From an optimization exercise on the open Yosys and OpenROAD flow, aimed at small area; shortcuts taken in it are not production practice.
RTL that was checked went through simulation tests only; none was proved equivalent to the original.
The RTL of run 5 was laid out without a check of its function.
Power figures rest on the tool's default switching activity, not on a simulated workload.

--- flow/config.mk ---
export PLATFORM = sky130hd
export DESIGN_NAME = n64_core
export DESIGN_NICKNAME = n64_core
export VERILOG_FILES = /design/flow/design.v
export SDC_FILE = /design/flow/constraint.sdc
export NUM_CORES = 4
export LEC_CHECK = 0
export CAP_MARGIN = 20
export CORE_MARGIN = 2
export CORE_UTILIZATION = 40
export SLEW_MARGIN = 20
--- flow/constraint.sdc ---
create_clock -name core_clock -period 6.0 [get_ports {clk}]
set_input_delay 1.2000 -clock core_clock [delete_from_list [all_inputs] [get_ports {clk}]]
set_output_delay 1.2000 -clock core_clock [all_outputs]
set_load 0.01 [all_outputs]
--- flow/design.v ---
module n64_core (
    input  wire        clk,
    input  wire        rst,            
    input  wire        step,           
    input  wire        set_stall,      
    input  wire [31:0] entry_vector,   
    input  wire [31:0] fetch_data,     
    input  wire [4:0]  obs_sel,        
    output wire        fetch_en,       
    output wire [31:0] fetch_addr,     
    output wire [31:0] pc_out,
    output wire        booted_out,
    output wire        stall_out,
    output wire        trace,          
    output wire [31:0] obs_gpr         
);
    localparam ADDIU_OPCODE = 6'd9;
    localparam TRACE_PERIOD = 500;
    reg [31:0] gpr [1:31];
    reg [31:0] pc;
    reg        booted;
    reg        stall;
    reg        trace_q;
    reg [8:0]  trace_cnt;
    reg        s0_add, s1_add;
    reg [4:0]  s0_rs,  s1_rs;
    reg [4:0]  s0_rd,  s1_rd;
    reg [10:0] s0_imm, s1_imm;
    reg [4:0]  s2_rd,  s3_rd,  s4_rd;
    reg [31:0] s2_val, s3_val, s4_val;
    assign fetch_en   = step & booted & ~rst;
    assign fetch_addr = pc - 32'd4;
    wire stall_now = stall | set_stall;
    wire advance   = step & ~stall_now;
    wire        nw_add = booted & (fetch_data[31:26] == ADDIU_OPCODE);
    wire [4:0]  nw_rd  = booted ? fetch_data[15:11] : 5'd0;
    wire [4:0]  nw_rs  = nw_add ? fetch_data[25:21] : 5'd0;
    wire [10:0] nw_imm = nw_add ? fetch_data[10:0]  : 11'd0;
    wire [32*32-1:0] gpr_flat;
    assign gpr_flat[31:0] = 32'd0;
    genvar g;
    generate
        for (g = 1; g < 32; g = g + 1) begin : g_flat
            assign gpr_flat[32*g +: 32] = gpr[g];
        end
    endgenerate
    function [31:0] rd_gpr(input [4:0] a, input [32*32-1:0] f);
        integer k;
        begin
            rd_gpr = 32'd0;
            for (k = 1; k < 32; k = k + 1)
                rd_gpr = rd_gpr | (f[32*k +: 32] & {32{a == k}});
        end
    endfunction
    wire [31:0] ex_result = rd_gpr(s1_rs, gpr_flat) + {16'd0, s1_rd & {5{s1_add}}, s1_imm};
    wire        wb_go   = rst | advance;
    wire [31:0] wb_data = rst ? 32'd0 : s4_val;
    wire [31:0] pc_base = booted ? pc : entry_vector;
    integer i;
    always @(posedge clk) begin
        for (i = 1; i < 32; i = i + 1)
            if (wb_go && (rst || s4_rd == i))
                gpr[i] <= wb_data;
    end
    always @(posedge clk) begin
        if (rst) begin
            s0_rd <= 5'd0;
            s1_rd <= 5'd0;
            s2_rd <= 5'd0;
            s3_rd <= 5'd0;
            s4_rd <= 5'd0;
        end else if (advance) begin
            s0_add <= nw_add;  s0_rs <= nw_rs;  s0_rd <= nw_rd;  s0_imm <= nw_imm;
            s1_add <= s0_add;  s1_rs <= s0_rs;  s1_rd <= s0_rd;  s1_imm <= s0_imm;
            s2_rd  <= s1_rd;   s2_val <= ex_result;
            s3_rd  <= s2_rd;   s3_val <= s2_val;
            s4_rd  <= s3_rd;   s4_val <= s3_val;
        end
    end
    always @(posedge clk) begin
        if (rst) begin
            pc        <= 32'd0;
            booted    <= 1'b0;
            stall     <= 1'b0;
            trace_q   <= 1'b0;
            trace_cnt <= 9'd0;
        end else if (step) begin
            booted    <= 1'b1;
            trace_cnt <= (trace_cnt == TRACE_PERIOD - 1) ? 9'd0 : trace_cnt + 9'd1;
            trace_q   <= (trace_cnt == TRACE_PERIOD - 1);
            stall     <= 1'b0;
            pc        <= stall_now ? pc_base : pc_base + 32'd4;
        end else begin
            trace_q <= 1'b0;
            if (set_stall)
                stall <= 1'b1;
        end
    end
    assign pc_out     = pc;
    assign booted_out = booted;
    assign stall_out  = stall;
    assign trace      = trace_q;
    assign obs_gpr    = rd_gpr(obs_sel, gpr_flat);
endmodule
--- flow/run.sh ---
#!/bin/bash
# synth_recipe.tcl (not shown) runs the flow's synth.tcl, then flattens the netlist and writes it again
# the make line also repeats each setting of config.mk as NAME=value (left out here)
make -C /OpenROAD-flow-scripts/flow DESIGN_CONFIG=/design/flow/config.mk WORK_HOME=/design/flow/orfs CLKGATE_MAP_FILE= SYNTH_SCRIPT=/design/flow/synth_recipe.tcl finish
==> results of run 1 <==
==> synthesized netlist by cell type (all sizes together), types with 20 or more instances <==
library cell     n
a2111oi         21
a21oi           60
a221oi         106
a222oi          51
a22o            94
a22oi          652
and2            24
and3            80
buf             82
clkbuf         176
dfxtp           69
edfxtp        1122
mux2i           25
nand2          199
nand3          131
nand4          101
nor2           170
nor2b           49
nor3            45
o21ai           20
o21bai          27
or4             47
xnor2           42
xor2            49
==> cell type report <==
class,count,share of cell area [%]
diodes,11,0.0444
repair buffers,457,7.37
clock inverters,72,1.21
clock buffers,161,5.71
multi-input cells,2202,25.6
flip-flops and latches,1191,56.6
well taps,1662,3.36
inverters,6,0.0364
==> metrics by stage <==
| step | power [mW] | cell area (um2) |
|---|---|---|
| 5_1_grt | 20.0 | 61900 |
| 4_1_cts | 19.5 | 61800 |
| 6_report | 19.6 | 61900 |
| 3_5_place_dp | 11.4 | 57500 |
| 3_3_place_gp | 11.4 | 57500 |
| 2_1_floorplan | 10.5 | 51300 |
==> path summary, 6_finish.rpt <==
check | start | cells after the start | endpoint | slack (ps)
worst min register to register | s3_val[23] | 0 | s4_val[23] | 400
worst max-delay path | obs_sel[0] | 10 | obs_gpr[14] | 160
worst min-delay path | s3_val[23] | 0 | s4_val[23] | 400
worst max register to register | s1_rs[2] | 21 | s2_val[28] | 190
==> timing repair <==
item                       CTS  global route
setup buffers                0             5
setup endpoints to repair    0             7
gates resized for setup      0             0
==> sequential cells by signal (all words and copies together) (netlist names), 5 cells and up <==
signal and cells:
gpr 992, pc 32, s0_imm 11, s0_rd 5, s0_rs 5, s1_imm 11
s1_rd 5, s1_rs 5, s2_rd 5, s2_val 32, s3_rd 5, s3_val 32
s4_rd 5, s4_val 32, trace_cnt 9
==> worst max-delay path: cells and delay by family <==
family | cells | cell delay (ps)
AO/OA/AOI/OAI | 2 | 550
buffers and inverters | 4 | 1620
AND/OR/NAND/NOR | 4 | 1250
==> cells by family (layout without fill, tap and decap cells) <==
group                    Yosys count  count (layout)
AO/OA/AOI/OAI                   1085            1085
XOR/XNOR                          91              91
adder cells (fa/ha/maj)           20              20
buffers and inverters            264             696
flip-flops                      1191            1191
multiplexers                      44              44
other                              0              11
AND/OR/NAND/NOR                  962             962
==> metal layers <==
metal | global-route usage (%) | vias to the layer above | wire length, um
met5 | 0 | - | 77
met4 | 21.0 | 12 | 17500
met3 | 12.0 | 1098 | 38800
met2 | 49.8 | 4382 | 97200
met1 | 46.6 | 20500 | 82800
li1 | - | 15800 | -
==> where the power goes <==
| part | internal [mW] | switching, mW | leakage (nW) |
|---|---|---|---|
| combinational | 0.519 | 1.01 | 7.74 |
| clock | 4.83 | 3.41 | 2.09 |
| sequential | 9.54 | 0.264 | 11.8 |
==> impl_metrics.toml, run 1 <==
[yosys]
synthAdderAreaFrac_pct = 0.503
syn_inst = 3657
synth-main-ff-cell = "edfxtp_1"
synth.area.mux_share_pct = 0.905
synth_top_area_share_pct = 65.7
ys_seq_area_share_pct = 68.4
yosys.area_share.simple_pct = 10.1
synth_area_leaders = "edfxtp_1 66%, a22oi_1 9.5%, dfxtp_1 2.7%"
synth_cell_type_count = 79
syn_area_um2 = 51300
synth_xor_area_share_pct = 1.55
ys_async_sr_fraction_pct = 0
synth_warnings = 2
yosysTopAreaCell = "edfxtp_1"
synth_seq_cells = 1191
synth_edf_count = 1122
synth_compound_area_share_pct = 16.4
synth_top_family_by_area = "compound AO/OA/AOI/OAI gates"
avgSynthCellArea_um2 = 14.0

[detailed_routing]
vias_per_cell = 7.25
routed_wl_mm = 236
drt_iter0_markers = 8529
drc = 0
ant_nets = 0
firstDrtPassIters = 10
post_drt_wl_per_cell_um = 41.0
vias = 41800

[timing]
finalHoldWorstSlack_ps = 398
rsz0062_at_grt = "false"
worst_slack_ps = 162
slew_headroom_pct = 13.8
fmax_mhz = 171
slew_violations = 0
finalCritPeriodShare_pct = 97.3
hold_viol_final = 0
finClkSkew_ps = 35.1
worst_pin_slew_ps = 1290
setup-violations-final = 0
fin_setup_tns_ps = 0
fin_crit_ps = 5840

[cells_and_area]
fin_util_pct = 48.6
register_area_um2 = 35100
mostFrequentLayoutCell = "edfxtp_1"
multi_input_area_um2 = 15900
final_cells = 5762
nFillCells = 10900
final_nets = 4082
areaGrowthSynthToFinish_pct = 20.8
drive_above_1_share_pct = 15.4
layout_common_cells = "1122 x edfxtp_1, 652 x a22oi_1, 235 x buf_4, 199 x nand2_1, 166 x clkdlybuf4s50_1"

[floorplan]
die_h_um = 362
start_util_pct = 40.3
die_w_um = 362
die-area_um2 = 131000
row_count = 131
core_area_um2 = 127000
ios = 173

[setup_path]
critPathKind = "primary input to primary output"
required_ps = 4800
crit_chain = "clkdlybuf4s50_1, nand2b_1, buf_4, nor2_4, buf_4, a22o_1, a221oi_1, nand3_1, or4_1, clkdlybuf4s50_1"
cp.arrival_ps = 4640
worst-path-max-fanout = 16
cp_slowest_cell = "or4_1"
cp-start-kind = "primary input"
end_kind = "primary output"
slowest_delay_ps = 700

[placement]
placed_cells = 5513
dp_hpwl_mm = 139
place_congestion = 0.970
portBuffers = 167
pre_cts_ws_ps = 71.0

[outcome]
status = "finished clean"

[grt]
antenna_found_initial = 8
globalRouteOverflowTotal = 0
grt_pass1_vias = 38800
grt_pass1_wl_mm = 317
track_usage_pct = 35.2
grt_max_degree = 100

[clocking]
ctsHoldBuffers = 0
clk_pin_slew_ps = 60
cts_max_level = 4
root_buffer = "clkbuf_16"
cts_tree = "yes"
insertion_delay_ps = 790
clock_sinks = 1191
clk_path_buf_depth = 3
cts-buffers-inserted = 131

[pwr]
power_density_nw_per_um2 = 316
leakagePower_nw = 21.7
ir_worst_vdd_uv = 322

[job]
drv_cap = 0

[hold_path]
hold_path_class = "flip-flop to flip-flop"
==> run 2: changes to the inputs <==
--- a/flow/design.v
+++ b/flow/design.v
@@ -17,3 +17,3 @@
     localparam ADDIU_OPCODE = 6'd9;
-    localparam TRACE_PERIOD = 500;
+    localparam [8:0] TRACE_LAST = 9'h021;
     reg [31:0] gpr [1:31];
@@ -88,4 +88,5 @@
             booted    <= 1'b1;
-            trace_cnt <= (trace_cnt == TRACE_PERIOD - 1) ? 9'd0 : trace_cnt + 9'd1;
-            trace_q   <= (trace_cnt == TRACE_PERIOD - 1);
+            trace_cnt <= (trace_cnt == TRACE_LAST) ? 9'd0
+                       : {trace_cnt[7:0], ~(trace_cnt[8] ^ trace_cnt[4])};
+            trace_q   <= (trace_cnt == TRACE_LAST);
             stall     <= 1'b0;
==> flow/flow/run.sh (new file) <==
#!/bin/bash
set -o pipefail
export BUFFER_PORTS_ARGS="-buffer_cell sky130_fd_sc_hd__buf_1"
export CTS_ARGS="-sink_clustering_enable -repair_clock_nets -dont_use_dummy_load -buf_list sky130_fd_sc_hd__clkbuf_8 -sink_clustering_size 16 -sink_clustering_max_diameter 60"
bash standard.sh > standard.log 2>&1
==> flow/standard.sh (new file) <==
#!/bin/bash
# synth_recipe.tcl (not shown) runs the flow's synth.tcl, then flattens the netlist and writes it again
# the make line also repeats each setting of config.mk as NAME=value (left out here)
make -C /OpenROAD-flow-scripts/flow DESIGN_CONFIG=/design/flow/config.mk WORK_HOME=/design/flow/orfs CLKGATE_MAP_FILE= SYNTH_SCRIPT=/design/flow/synth_recipe.tcl "${@:-finish}"
--- a/flow/config.mk
+++ b/flow/config.mk
@@ -10,2 +10,5 @@
 export CORE_UTILIZATION = 40
+export CTS_BUF_LIST = sky130_fd_sc_hd__clkbuf_8
+export CTS_CLUSTER_DIAMETER = 60
+export CTS_CLUSTER_SIZE = 16
 export SLEW_MARGIN = 20
removed: flow/run.sh
==> run 2 against run 1 <==
Hold slack got worse by 37 ps. Via count is essentially flat. Sequential share of layout area grew 3.8 points. Synthesized area is 0.78% higher. Clock power down 49%. Non-clock buffer count decreased by 22. Sequential power about the same. Register-to-register slack improved by 80 ps. Critical endpoint is now s2_val[28].
==> impl_metrics.toml, run 2 <==
[cells_and_area]
final_nets = 4082
mostFrequentLayoutCell = "edfxtp_1"
largest_register_ffs = 992
drive_above_1_share_pct = 13.4
final_cells = 5664
areaGrowthSynthToFinish_pct = 12.3
regMostFlops = "gpr"
layout_common_cells = "1122 x edfxtp_1, 626 x a22oi_1, 227 x buf_4, 206 x nand2_1, 165 x buf_1"

[clocking]
root_buffer = "clkbuf_8"
cts-buffers-inserted = 104
cts_tree = "yes"
clk_pin_slew_ps = 100
ctsHoldBuffers = 0
insertion_delay_ps = 870
cts_max_level = 3
clock_sinks = 1191
clk_path_buf_depth = 3
postCtsSetupBuffers = 0

[placement]
dp_hpwl_mm = 143
place_congestion = 0.980
placed_cells = 5544
portBuffers = 167

[pwr]
p_comb_share_pct = 9.1
clkPwrFrac_pct = 27.3
p_int_mw = 11.4
power.switching_mw = 3.98
ir_worst_vdd_uv = 196
seq_power_share_pct = 63.6
power_density_nw_per_um2 = 266
netSwitchingFraction_pct = 25.8
leakagePower_nw = 19.7

[timing]
slew_headroom_pct = 13.5
hold_viol_final = 0
fin_setup_tns_ps = 0
finalCritPeriodShare_pct = 95.4
finClkSkew_ps = 109
slew_violations = 0
rsz0062_at_grt = "false"
worst_pin_slew_ps = 1290
fmax_mhz = 175
fin_crit_ps = 5730
setup-violations-final = 0

[grt]
antenna_found_initial = 20
grt_max_degree = 76
track_usage_pct = 34.7
grt_pass1_vias = 38500
grt_pass1_wl_mm = 316
globalRouteOverflowTotal = 0

[yosys]
yosysMostFrequentCell = "edfxtp_1"
syn_inst = 3708
ys_seq_area_share_pct = 67.9
avgSynthCellArea_um2 = 13.9
synth_top_area_share_pct = 65.2
synth_edf_count = 1122
syn_area_um2 = 51700
ys_async_sr_fraction_pct = 0
synth_area_leaders = "edfxtp_1 65%, a22oi_1 9.1%, dfxtp_1 2.7%"
synth_commonest_cells = "1122 x edfxtp_1, 626 x a22oi_1, 206 x nand2_1"
synth_seq_cells = 1191
synth_cell_type_count = 81
synth_warnings = 2
yosysTopAreaCell = "edfxtp_1"
synth-main-ff-cell = "edfxtp_1"

[detailed_routing]
vias_per_cell = 7.37
post_drt_wl_per_cell_um = 41.6
firstDrtPassIters = 12
vias = 41800
ant_nets = 0
drt_iter0_markers = 9294
routed_wl_mm = 235
drc = 0

[setup_path]
required_ps = 6600
critPathKind = "flip-flop to flip-flop"
cp.arrival_ps = 6320
end_kind = "flip-flop"
cp-start-kind = "flip-flop"
worst-path-max-fanout = 9

[outcome]
status = "finished clean"

[floorplan]
core_area_um2 = 128000
die_w_um = 363
die_h_um = 363
start_util_pct = 40.4
row_count = 131
die-area_um2 = 132000
ios = 173

[hold_path]
hold_path_class = "flip-flop to flip-flop"

[job]
drv_cap = 0
==> run 2: metrics by stage <==
| step | instance area [um2] | setup slack (ps) | hold WS (ps) | power, mW | util, % |
|---|---|---|---|---|---|
| finish | 58000 | 274 | 361 | 15.4 | 45.4 |
| global route | 58000 | 81.5 | 359 | 15.8 | 45.4 |
| CTS | 57900 | 110 | 364 | 15.3 | 45.3 |
| detailed placement | 56500 | 137 | 405 | 11.3 | 44.2 |
| global placement | 56400 | 196 | 401 | 11.3 | 44.1 |
| floorplan | 51700 | 290 | 400 | 10.5 | - |
==> run 2: per-layer routing <==
layer,part of all wire [%],vias to the layer above,global-route usage [%]
met5,0.057,-,0
met4,8.5,14,23.1
met3,16,1238,12.7
met2,41,4506,49.3
met1,34,20300,44.4
li1,-,15700,-
==> run 2: power groups by stage <==
stage	registers [mW]	logic (mW)	clock network [mW]
2_1_floorplan	9.87	0.656	0
3_3_place_gp	9.97	1.33	0
3_5_place_dp	9.97	1.34	0
4_1_cts	9.79	1.35	4.20
5_1_grt	9.83	1.43	4.48
6_report	9.80	1.41	4.21
==> run 2: layout make-up <==
cell class,instances,area [um2]
diodes,14,35.0
clock buffers,104,1430
fillers,11400,69800
inverters,24,90.1
multi-input cells,2234,16200
flip-flops and latches,1191,35100
well taps,1662,2080
repair buffers,435,3160
==> run 2: final timing paths <==
kind                            startpoint         end  slack [ps]  cells after the start
worst max-delay path              s1_rs[3]  s2_val[28]         270                     19
worst min-delay path            s3_val[17]  s4_val[17]         360                      0
worst max register to register    s1_rs[3]  s2_val[28]         270                     19
worst min register to register  s3_val[17]  s4_val[17]         360                      0
==> run 2: worst max-delay path, stage by stage, from the launching register on <==
cell	delay (ps)
edfxtp_1	590
nor3b_2	280
buf_4	200
and2_2	380
a22oi_1	260
nand2_1	70
nor4_1	390
nand2_1	240
ha_1	280
inv_1	80
fa_1	220
inv_1	50
a21o_1	160
a41oi_1	490
a21oi_1	230
o41ai_1	550
o21ai_2	340
and2_1	360
nor3b_1	190
xnor2_1	120
==> run 2: cell families (layout without fill, tap and decap cells) <==
logic type	count (synthesis)	count (layout)	synth area share, %
flip-flops	1191	1191	67.9
AO/OA/AOI/OAI	1133	1133	17.0
AND/OR/NAND/NOR	943	943	9.88
buffers and inverters	283	563	2.25
XOR/XNOR	83	83	1.41
multiplexers	56	56	1.15
adder cells (fa/ha/maj)	19	19	0.475
other	0	14	0
==> run 2: what timing repair did <==
item / in CTS / in global routing
resized for setup: 0 / 1
endpoints found under the hold margin: 0 / 0
setup endpoints to repair: 0 / 4
==> run 3: changes to the inputs <==
--- a/flow/config.mk
+++ b/flow/config.mk
@@ -13,2 +13,3 @@
 export CTS_CLUSTER_SIZE = 16
+export PLACE_DENSITY = 0.8
 export SLEW_MARGIN = 20
==> run 3 against run 2 <==
Now fails the layout checks on setup timing. Wire length shrank 4.2%. Total power decreased by 1.6%. Sequential power is essentially flat. Worst setup slack worse by 380 ps. Combinational power is essentially flat. Sequential share of layout area increased by 0.59 points. Die area unchanged. Via count up 1.0%. Largest cell class unchanged. Highest routed layer unchanged.
==> impl_metrics.toml, run 3 <==
[outcome]
status = "finished with violations"
so_faults = "setup timing"

[floorplan]
row_count = 131
start_util_pct = 40.4
die_h_um = 363
ios = 173
die-area_um2 = 132000
die_w_um = 363
core_area_um2 = 128000

[clocking]
clk_pin_slew_ps = 100
clk_path_buf_depth = 3
cts_tree = "yes"
cts_max_level = 3
ctsHoldBuffers = 0
insertion_delay_ps = 840
cts-buffers-inserted = 94
clock_sinks = 1191
root_buffer = "clkbuf_8"

[grt]
grt_pass1_wl_mm = 304
globalRouteOverflowTotal = 0
antenna_found_initial = 17
grt_pass1_vias = 39100
track_usage_pct = 33.0
grt_max_degree = 76

[yosys]
syn_area_um2 = 51700
ys_async_sr_fraction_pct = 0
syn_inst = 3708
synth_top_area_share_pct = 65.2
synth-main-ff-cell = "edfxtp_1"
synth_edf_count = 1122
avgSynthCellArea_um2 = 13.9
synth_commonest_cells = "1122 x edfxtp_1, 626 x a22oi_1, 206 x nand2_1"
synth_seq_cells = 1191
yosysTopAreaCell = "edfxtp_1"
synth_warnings = 2
ys_seq_area_share_pct = 67.9
yosysMostFrequentCell = "edfxtp_1"
synth_cell_type_count = 81
synth_area_leaders = "edfxtp_1 65%, a22oi_1 9.1%, dfxtp_1 2.7%"

[placement]
placed_cells = 5519
dp_hpwl_mm = 132
place_congestion = 1.00
portBuffers = 167

[timing]
finClkSkew_ps = 92.8
slew_violations = 0
finalCritPeriodShare_pct = 102
worst_pin_slew_ps = 1320
fin_crit_ps = 6110
rsz0062_at_grt = "false"
hold_viol_final = 0
slew_headroom_pct = 11.8
fin_setup_tns_ps = -151
setup-violations-final = 3
fmax_mhz = 164
worst_slack_ps = -107

[setup_path]
required_ps = 6510
cp-start-kind = "flip-flop"
rr_worst_depth = 18
cp.arrival_ps = 6620
worst-path-max-fanout = 15
critPathKind = "flip-flop to flip-flop"
end_kind = "flip-flop"

[pwr]
leakagePower_nw = 19.4
power_density_nw_per_um2 = 264
ir_worst_vdd_uv = 157

[detailed_routing]
routed_wl_mm = 226
firstDrtPassIters = 13
vias = 42200
drc = 0
vias_per_cell = 7.49
post_drt_wl_per_cell_um = 40.1
drt_iter0_markers = 9932
ant_nets = 0

[cells_and_area]
final_nets = 4050
drive_above_1_share_pct = 12.5
layout_common_cells = "1122 x edfxtp_1, 626 x a22oi_1, 223 x buf_4, 206 x nand2_1, 165 x buf_1"
mostFrequentLayoutCell = "edfxtp_1"
largest_register_ffs = 992
regMostFlops = "gpr"
final_cells = 5630
areaGrowthSynthToFinish_pct = 11.2

[job]
drv_cap = 0

[hold_path]
holdPathStages = 0
hold_path_class = "flip-flop to flip-flop"
==> run 3: cell counts after synthesis <==
No cell type changed its count.
==> run 3: cells by family after synthesis <==
family	count (synthesis)	share of synthesized area [%]
flops	1191	67.9
buf+inv	283	2.25
simple gates	943	9.88
fa+ha+maj	19	0.475
compound gates	1133	17.0
xor+xnor	83	1.41
mux	56	1.15
==> run 3: area by class of cell <==
class | count | area, um2
sequential | 1191 | 35100
inverter | 24 | 90.1
timing repair buffer | 413 | 2750
antenna | 12 | 30.0
clock buffer | 94 | 1290
fill | 11200 | 70400
multi-input combinational | 2234 | 16200
tap | 1662 | 2080
==> run 3: worst paths after layout <==
path / slack [ps] / to / from
setup / recovery: -110 / s2_val[28] / s1_rs[1]
hold / removal: 350 / s1_imm[7] / s0_imm[7]
setup reg to reg: -110 / s2_val[28] / s1_rs[1]
hold reg to reg: 350 / s1_imm[7] / s0_imm[7]
==> run 3: repair_timing <==
action,CTS,global route
setup buffers,0,4
pin swaps,0,1
endpoints found under the setup margin,7,8
resized for setup,1,4
==> run 3: metrics by stage <==
stage                     worst slack, ps  hold WS (ps)  utilization [%]  area, um2  power [mW]
after detailed placement             -106           405             43.8      56000        11.3
after global routing                 11.8           366             44.9      57400        15.5
after floorplan                       290           400                -      51700        10.5
after global placement              -51.0           400             43.8      56000        11.2
final                                -107           348             45.0      57500        15.2
after CTS                            99.5           335             44.8      57300        15.0
==> run 3: where the power goes <==
| group | total, mW | switching [mW] | internal, mW |
|---|---|---|---|
| Sequential | 9.80 | 0.267 | 9.53 |
| Combinational | 1.39 | 1.03 | 0.361 |
| Clock | 3.99 | 2.59 | 1.40 |
==> run 3: per-layer routing <==
layer  part of all wire (%)  vias up  GRT usage, %
li1                       -    15700             -
met5                   0.19        -             0
met1                     31    19900          40.1
met3                     20     1590          16.2
met4                     10       18          23.7
met2                     39     5029          45.4
==> run 3: worst max-delay path, stage by stage, from the launching register on <==
cell	delay (ps)
edfxtp_1	690
nand3b_1	510
buf_4	350
nor2_4	520
buf_4	570
a22oi_1	140
nand2_1	100
or4_1	290
ha_1	360
o21ai_0	220
nand2b_1	90
a21oi_1	190
a21oi_1	110
o41ai_1	470
o21ai_1	360
buf_4	270
and2_1	240
nor3b_1	180
xnor2_1	120
==> run 4: changes to the inputs <==
--- a/flow/design.v
+++ b/flow/design.v
@@ -30,2 +30,3 @@
     reg [31:0] s2_val, s3_val, s4_val;
+    reg        s2_cy;                  
     assign fetch_en   = step & booted & ~rst;
@@ -54,3 +55,4 @@
     endfunction
-    wire [31:0] ex_result = rd_gpr(s1_rs, gpr_flat) + {16'd0, s1_rd & {5{s1_add}}, s1_imm};
+    wire [31:0] ex_rs_val = rd_gpr(s1_rs, gpr_flat);
+    wire [16:0] ex_lo     = {1'b0, ex_rs_val[15:0]} + {1'b0, s1_rd & {5{s1_add}}, s1_imm};
     wire        wb_go   = rst | advance;
@@ -74,4 +76,4 @@
             s1_add <= s0_add;  s1_rs <= s0_rs;  s1_rd <= s0_rd;  s1_imm <= s0_imm;
-            s2_rd  <= s1_rd;   s2_val <= ex_result;
-            s3_rd  <= s2_rd;   s3_val <= s2_val;
+            s2_rd  <= s1_rd;   s2_val <= {ex_rs_val[31:16], ex_lo[15:0]};  s2_cy <= ex_lo[16];
+            s3_rd  <= s2_rd;   s3_val <= {s2_val[31:16] + {15'd0, s2_cy}, s2_val[15:0]};
             s4_rd  <= s3_rd;   s4_val <= s3_val;
==> run 4 against run 3 <==
The run now finishes clean. Via count increased by 0.57%. Largest power group unchanged. Worst setup slack improved by 640 ps. Register-to-register slack improved by 700 ps. Sequential power about the same.
==> impl_metrics.toml, run 4 <==
[outcome]
status = "finished clean"

[timing]
slew_headroom_pct = 12.6
finClkSkew_ps = 125
finalCritPeriodShare_pct = 91.2
worst_pin_slew_ps = 1300
setup-violations-final = 0
fin_setup_tns_ps = 0
fmax_mhz = 183
slew_violations = 0
hold_viol_final = 0
fin_crit_ps = 5470
rsz0062_at_grt = "false"

[cells_and_area]
mostFrequentLayoutCell = "edfxtp_1"
final_nets = 4135
layout_common_cells = "1123 x edfxtp_1, 869 x a22oi_1, 415 x nand2_1, 193 x buf_4, 165 x buf_1"
drive_above_1_share_pct = 11.3
largest_register_ffs = 992
final_cells = 5715
nFillCells = 11100
regMostFlops = "gpr"
areaGrowthSynthToFinish_pct = 11.1

[yosys]
ys_async_sr_fraction_pct = 0
synth_commonest_cells = "1123 x edfxtp_1, 869 x a22oi_1, 427 x nand2_1"
synth_area_leaders = "edfxtp_1 66%, a22oi_1 13%, nand2_1 3.1%"
synthAdderAreaFrac_pct = 0.527
synth_top_family_by_area = "compound AO/OA/AOI/OAI gates"
yosys.area_share.simple_pct = 10.3
syn_area_um2 = 51300
synth.area.mux_share_pct = 0.784
yosysTopAreaCell = "edfxtp_1"
synth_edf_count = 1123
ys_seq_area_share_pct = 68.5
synth_xor_area_share_pct = 1.16
synth_top_area_share_pct = 65.8
avgSynthCellArea_um2 = 13.4
synth_seq_cells = 1192
syn_inst = 3825
synth_cell_type_count = 75
synth-main-ff-cell = "edfxtp_1"
synth_compound_area_share_pct = 16.6
synth_warnings = 2
yosysMostFrequentCell = "edfxtp_1"

[pwr]
leakagePower_nw = 19.4
power_density_nw_per_um2 = 267
ir_worst_vdd_uv = 163
power_mw = 15.2

[hold_path]
hold_path_class = "flip-flop to flip-flop"
holdPathStages = 0
worstHoldStart = "s3_val[3]"

[setup_path]
rr_worst_depth = 15
worst-path-max-fanout = 11
startpoint = "obs_sel[0]"
required_ps = 4800
cp-start-kind = "primary input"
r2r-start = "s1_rs[4]"
critPathKind = "primary input to primary output"
cp.arrival_ps = 4270
end_kind = "primary output"

[clocking]
root_buffer = "clkbuf_8"
cts_tree = "yes"
cts-buffers-inserted = 96
clk_pin_slew_ps = 100
postCtsSetupBuffers = 0
cts-resized-gates = 0
insertion_delay_ps = 840
ctsHoldBuffers = 0
cts_max_level = 3
clk_path_buf_depth = 3
clock_sinks = 1192

[placement]
dp_hpwl_mm = 125
placed_cells = 5604
place_congestion = 1.01
portBuffers = 167

[detailed_routing]
routed_wl_mm = 215
drc = 0
vias = 42400
ant_nets = 0
vias_per_cell = 7.42
firstDrtPassIters = 12
post_drt_wl_per_cell_um = 37.7
drt_iter0_markers = 10600

[grt]
grt_max_degree = 64
top_usage_layer = "met2"
grt_pass1_vias = 39900
gr-usage-met3_pct = 17.3
globalRouteOverflowTotal = 0
antenna_found_initial = 20
track_usage_pct = 31.6
met2_usage_pct = 43.5
grt_pass1_wl_mm = 294
grtUsageMet1_pct = 37.8

[floorplan]
core_area_um2 = 127000
row_count = 131
die-area_um2 = 131000
die_h_um = 362
ios = 173
start_util_pct = 40.2
die_w_um = 362

[job]
drv_cap = 0
[run 4: cell types whose count changed after synthesis, sizes merged, moves of 30 or more]
cell / previous run / this run
nand2: 206 / 428
nor4: 13 / 49
clkbuf: 195 / 225
nand3: 147 / 103
nor3: 46 / 83
a221oi: 125 / 16
a22o: 112 / 11
a22oi: 626 / 870
[run 4: metal layers]
metal  vias up  part of all wire (%)
li1      15800                     -
met1     19600                    31
met2      5280                    39
met3      1708                    21
met4        26                   9.6
met5         -                  0.20
[run 4: path summary, 6_finish.rpt]
path | end | slack (ps)
min reg2reg | s4_val[3] | 380
max | obs_gpr[0] | 530
min | s4_val[3] | 380
max reg2reg | s2_val[13] | 590
[run 4: final cells by class]
cell class                 instances  area (um2)  share of cell area [%]
multi-input combinational       2344       15700                    27.6
timing repair buffer             384        2560                    4.50
sequential                      1192       35100                    61.7
clock buffer                      96        1320                    2.32
tap                             1662        2080                    3.65
antenna                           14        35.0                  0.0615
inverter                          23        86.3                   0.152
[run 4: stage by stage]
stage                     area (um2)  worst slack [ps]  hold slack [ps]  util (%)
after CTS                      56900               807              383      44.6
final                          56900               530              377      44.7
after floorplan                51300               266              400         -
after global placement         55500               824              401      43.6
after global routing           56900               496              388      44.7
after detailed placement       55500               810              405      43.6
[run 4: logic make-up after synthesis]
group                    after synthesis
XOR/XNOR                              68
AO/OA/AOI/OAI                       1134
flip-flops                          1192
buffers and inverters                289
AND/OR/NAND/NOR                     1083
adder cells (fa/ha/maj)               21
multiplexers                          38
[run 4: worst max-delay path, cell delays in order]
cell      delay, ps
buf_1           270
nand2b_1        430
buf_4           370
nor2_4          740
buf_4           400
a22oi_1         130
and4_1          230
nand3_1         280
buf_1           200
[run 4: power breakdown]
group / internal (mW) / total, mW / switching, mW
registers: 9.54 / 9.82 / 0.276
logic: 0.340 / 1.36 / 1.02
clock network: 1.42 / 3.99 / 2.57
==> run 5: changes to the inputs <==
==> flow/design.v (replaced) <==
module n64_core (
    input  wire        clk,
    input  wire        rst,            
    input  wire        step,           
    input  wire        set_stall,      
    input  wire [31:0] entry_vector,   
    input  wire [31:0] fetch_data,     
    input  wire [4:0]  obs_sel,        
    output wire        fetch_en,       
    output wire [31:0] fetch_addr,     
    output wire [31:0] pc_out,
    output wire        booted_out,
    output wire        stall_out,
    output wire        trace,          
    output wire [31:0] obs_gpr         
);
    localparam DEPTH        = 5;
    localparam EXEC         = 1;
    localparam ADDIU_OPCODE = 6'd9;
    localparam TRACE_PERIOD = 500;
    reg [31:0] gpr [0:31];
    reg [31:0] pc;
    reg        booted;
    reg        stall;
    reg        trace_q;
    reg [8:0]  trace_cnt;
    reg        st_valid [0:DEPTH-1];
    reg [31:0] st_instr [0:DEPTH-1];
    reg [31:0] st_value [0:DEPTH-1];
    assign fetch_en   = step & booted & ~rst;
    assign fetch_addr = pc - 32'd4;
    wire [31:0] new_word = booted ? fetch_data : 32'd0;
    wire stall_now = stall | set_stall;
    wire advance   = step & ~stall_now;
    wire [4:0]  wb_rd = st_instr[DEPTH-1][15:11];
    wire        wb_en = advance & st_valid[DEPTH-1] & (wb_rd != 5'd0);
    wire [31:0] wb_val = st_value[DEPTH-1];
    wire [31:0] ex_word   = st_instr[EXEC-1];
    wire [5:0]  ex_opcode = ex_word[31:26];
    wire [4:0]  ex_rs     = ex_word[25:21];
    wire [15:0] ex_imm    = ex_word[15:0];
    wire        ex_addiu  = st_valid[EXEC-1] & (ex_opcode == ADDIU_OPCODE);
    wire [31:0] ex_rs_val = (wb_en && wb_rd == ex_rs) ? wb_val : gpr[ex_rs];
    wire [31:0] ex_result = ex_rs_val + {16'd0, ex_imm};
    wire [31:0] pc_base = booted ? pc : entry_vector;
    integer i;
    always @(posedge clk) begin
        if (rst) begin
            pc        <= 32'd0;
            booted    <= 1'b0;
            stall     <= 1'b0;
            trace_q   <= 1'b0;
            trace_cnt <= 9'd0;
            for (i = 0; i < 32; i = i + 1)
                gpr[i] <= 32'd0;
            for (i = 0; i < DEPTH; i = i + 1) begin
                st_valid[i] <= 1'b0;
                st_instr[i] <= 32'd0;
                st_value[i] <= 32'd0;
            end
        end else if (step) begin
            booted    <= 1'b1;
            trace_cnt <= (trace_cnt == TRACE_PERIOD - 1) ? 9'd0 : trace_cnt + 9'd1;
            trace_q   <= (trace_cnt == TRACE_PERIOD - 1);
            if (stall_now) begin
                stall <= 1'b0;
                pc    <= pc_base;
            end else begin
                if (wb_en)
                    gpr[wb_rd] <= wb_val;
                for (i = DEPTH - 1; i > 0; i = i - 1) begin
                    st_valid[i] <= st_valid[i-1];
                    st_instr[i] <= st_instr[i-1];
                    st_value[i] <= st_value[i-1];
                end
                st_valid[0] <= 1'b1;
                st_instr[0] <= new_word;
                st_value[0] <= 32'd0;
                if (ex_addiu)
                    st_value[EXEC] <= ex_result;
                pc <= pc_base + 32'd4;
            end
        end else begin
            trace_q <= 1'b0;
            if (set_stall)
                stall <= 1'b1;
        end
    end
    assign pc_out     = pc;
    assign booted_out = booted;
    assign stall_out  = stall;
    assign trace      = trace_q;
    assign obs_gpr    = gpr[obs_sel];
endmodule
==> flow/run.sh (new file) <==
#!/bin/bash
# synth_recipe.tcl (not shown) runs the flow's synth.tcl, then flattens the netlist and writes it again
# the make line also repeats each setting of config.mk as NAME=value (left out here)
make -C /OpenROAD-flow-scripts/flow DESIGN_CONFIG=/design/flow/config.mk WORK_HOME=/design/flow/orfs CLKGATE_MAP_FILE= SYNTH_SCRIPT=/design/flow/synth_recipe.tcl finish
--- a/flow/config.mk
+++ b/flow/config.mk
@@ -10,6 +10,2 @@
 export CORE_UTILIZATION = 40
-export CTS_BUF_LIST = sky130_fd_sc_hd__clkbuf_8
-export CTS_CLUSTER_DIAMETER = 60
-export CTS_CLUSTER_SIZE = 16
-export PLACE_DENSITY = 0.8
 export SLEW_MARGIN = 20
removed: flow/flow/run.sh
removed: flow/standard.sh
==> run 5 against run 4 <==
Sequential share of layout area is 14 points lower. Clock-buffer cell count is 102 higher. Critical path depth is 9 higher. Synthesized cell count is 25% higher. Design area is 30% higher. First-iteration DRC count is 52% lower. Non-clock buffer count is 41 lower. Largest cell class unchanged. Sequential cell count is 61 higher. Wire length is 6.9% lower. Die area is 27% higher. Sequential power is 1% higher. Maximum frequency is 3.6% higher. Critical path type is now flip-flop to flip-flop.
==> impl_metrics.toml, run 5 <==
[detailed_routing]
wl_met1_mm = 80.7
post_drt_wl_per_cell_um = 28.2
dr_wl_met2_mm = 93.7
firstDrtPassIters = 5
top_layer_used = "met5"
routed-wl-met3_mm = 20.0
ant_nets = 0
vias = 41400
drc = 0
drt_iter0_markers = 5024
vias_per_cell = 5.82
routed_wl_mm = 200

[setup_path]
worst-path-max-fanout = 15
cp_num_buf_inv = 4
critPathTopFamily = "multiplexers"
cp_common_cell = "buf_4"
cp.arrival_ps = 5910
slowest_delay_ps = 540
cp_slowest_cell = "mux4_2"
crit_chain = "buf_12, buf_4, mux4_2, mux4_2, mux2i_1, a21oi_1, ha_1, o21a_1, o21a_1, o311ai_0, buf_4, a21o_1, a31oi_1, buf_4, nor3b_1, and2_0, xor2_1, o21ai_1"
end_kind = "flip-flop"
cp-start-kind = "flip-flop"
required_ps = 6630
critPathKind = "flip-flop to flip-flop"

[yosys]
yosysMostFrequentCell = "edfxtp_1"
synth-main-ff-cell = "edfxtp_1"
synth_area_leaders = "edfxtp_1 47%, mux4_2 19%, and2_1 9.6%"
syn_inst = 4763
yosysTopAreaCell = "edfxtp_1"
synth_edf_count = 1024
synth_warnings = 4
synth_commonest_cells = "1024 x edfxtp_1, 999 x and2_1, 537 x mux4_2"
ys_seq_area_share_pct = 54.1
synth_cell_type_count = 80
synth_top_area_share_pct = 47.1
ys_async_sr_fraction_pct = 0
synth_seq_cells = 1253
syn_area_um2 = 65300
avgSynthCellArea_um2 = 13.7

[clocking]
postCtsSetupBuffers = 0
clock_sinks = 1253
ctsHoldBuffers = 0
cts_tree = "yes"
clk_path_buf_depth = 3
clk_pin_slew_ps = 60
insertion_delay_ps = 800
cts_max_level = 4
cts-buffers-inserted = 143
cts-resized-gates = 0
root_buffer = "clkbuf_16"

[grt]
grt_pass1_wl_mm = 291
grt_pass1_vias = 41400
antenna_found_initial = 21
grt_max_degree = 103
track_usage_pct = 24.0
globalRouteOverflowTotal = 0

[pwr]
p_int_mw = 15.5
leakagePower_nw = 24.5
power.switching_mw = 4.96
netSwitchingFraction_pct = 24.2
power_mw = 20.5
p_comb_share_pct = 10.5
power_density_nw_per_um2 = 276
ir_worst_vdd_uv = 277
clkPwrFrac_pct = 40.9
seq_power_share_pct = 48.6

[cells_and_area]
final_area_um2 = 74200
regMostFlops = "gpr"
drive_above_1_share_pct = 21.5
largest_register_ffs = 1024
top_regs = "gpr: 1024 flops, st_value: 128 flops, st_instr: 47 flops"
final_nets = 4906
mostFrequentLayoutCell = "edfxtp_1"
layout_common_cells = "1024 x edfxtp_1, 999 x and2_1, 537 x mux4_2, 350 x nand2_1, 220 x a21oi_1"
areaGrowthSynthToFinish_pct = 13.6
nFillCells = 14300

[timing]
slew_headroom_pct = 28.5
hold_viol_final = 0
worst_pin_slew_ps = 1070
finClkSkew_ps = 21.0
slew_violations = 0
setup-violations-final = 0
finalCritPeriodShare_pct = 88.0
finalHoldWorstSlack_ps = 444
fin_setup_tns_ps = 0
fmax_mhz = 189
rsz0062_at_grt = "false"
fin_crit_ps = 5280

[floorplan]
die_h_um = 408
die-area_um2 = 167000
ios = 173
die_w_um = 408
start_util_pct = 40.2
row_count = 148
core_area_um2 = 162000

[placement]
dpl_cell_area_um2 = 69800
place_congestion = 0.815
portBuffers = 167
dp_hpwl_mm = 121

[outcome]
status = "finished clean"

[job]
drv_cap = 0

[hold_path]
hold_path_class = "flip-flop to flip-flop"
-- run 5: cell types whose count changed in the layout (fill, tap and decap cells not counted), moves of 141 or more --
cell             previous run  this run
dfxtp_1                    68       209
clkbuf_16                   0       147
buf_1                     165         0
a21oi_1                    56       220
and2_1                     29       999
mux2i_1                    21       186
mux4_2                      0       537
clkdlybuf4s50_1             0       160
a22oi_1                   869        69
-- run 5: kinds of logic (layout without fill, tap and decap cells) --
logic type      after synthesis  after routing  synth area share (%)
other cells                   1             36               0.00574
compound gates              423            423                  3.90
fa+ha+maj                    20             20                 0.395
xor+xnor                     88             88                  1.18
simple gates               1721           1721                  14.7
flops                      1253           1253                  54.1
mux                         773            773                  22.4
buf+inv                     484            615                  3.30
-- run 5: through the flow --
| stage | worst slack, ps | cells | util, % |
|---|---|---|---|
| detailed placement | 477 | 6843 | 43.0 |
| global route | 419 | 7100 | 45.7 |
| finish | 720 | 7104 | 45.7 |
| global placement | 492 | 6843 | 43.0 |
| floorplan | 951 | 4794 | - |
| CTS | 682 | 7100 | 45.7 |
-- run 5: power by group through the flow --
| stage | sequential (mW) | combinational [mW] | clock (mW) |
|---|---|---|---|
| floorplan | 10.1 | 1.29 | 0 |
| global placement | 10.1 | 2.14 | 0 |
| detailed placement | 10.1 | 2.14 | 0 |
| CTS | 9.96 | 2.15 | 8.51 |
| global route | 10.0 | 2.26 | 8.83 |
| finish | 9.96 | 2.14 | 8.39 |
-- run 5: layer usage --
layer	track usage, %	vias up
li1	-	17900
met1	32.9	21100
met2	38.1	2036
met3	5.48	350
met4	7.20	8
met5	0	-
-- run 5: final timing paths --
check | startpoint | endpoint | slack [ps] | depth (start not counted)
setup / recovery | flip-flop | st_value[1][23] | 720 | 18
hold / removal | st_value[3][24] | st_value[4][24] | 440 | 2
setup reg to reg | flip-flop | st_value[1][23] | 720 | 18
hold reg to reg | st_value[3][24] | st_value[4][24] | 440 | 2
-- run 5: worst register-to-register path, cell delays in order, from the launching register on --
cell      delay, ps
dfxtp_4         510
buf_12          240
buf_4           210
mux4_2          510
mux4_2          540
mux2i_1         530
a21oi_1         210
ha_1            350
o21a_1          160
o21a_1          110
o311ai_0        120
buf_4           160
a21o_1          180
a31oi_1         190
buf_4           180
nor3b_1         250
and2_0          410
xor2_1          180
o21ai_1          70
-- run 5: layout make-up --
type                            count  area [um2]  share of cell area, %
Inverter                           15        56.3                 0.0759
Clock buffer                      198        3930                   5.29
Multi-Input combinational cell   3057       28200                   38.0
Antenna cell                        4        10.0                 0.0135
Clock inverter                     59         467                  0.629
Tap cell                         2175        2720                   3.67
Timing Repair Buffer              343        3450                   4.64
Sequential cell                  1253       35400                   47.6

## re-timing with driven ports
In the flow no input, the clock included, has a driving cell. The finished layouts below were timed again as built, in two steps.
Step 1: set_driving_cell puts a clkbuf_16 on clk and a buf_2 on each other input, an assumption about the parent block.
Step 2 times the ports against the registers' clock, not the clock port: input delays grow and output delays shrink by t, the midpoint of the rising clock arrivals with the driver on.
Slacks: ideal / step 1 / step 2; pairs: ideal / step 1.
run | t (ns) | setup slack, ns | worst setup path at the end
run 1 | 0.846 | 0.162 / 0.138 / 0.138 | input to output
run 2 | 0.885 | 0.274 / 0.274 / 0.274 | register to register
run 3 | 0.849 | -0.107 / -0.107 / -0.107 | register to register
run 4 | 0.839 | 0.530 / 0.462 / 0.462 | input to output
run 5 | 0.867 | 0.720 / 0.661 / 0.448 | input to register
The setup slack of run 5, which loses most, moves by -0.059 ns with the drivers and by -0.272 ns with both steps.
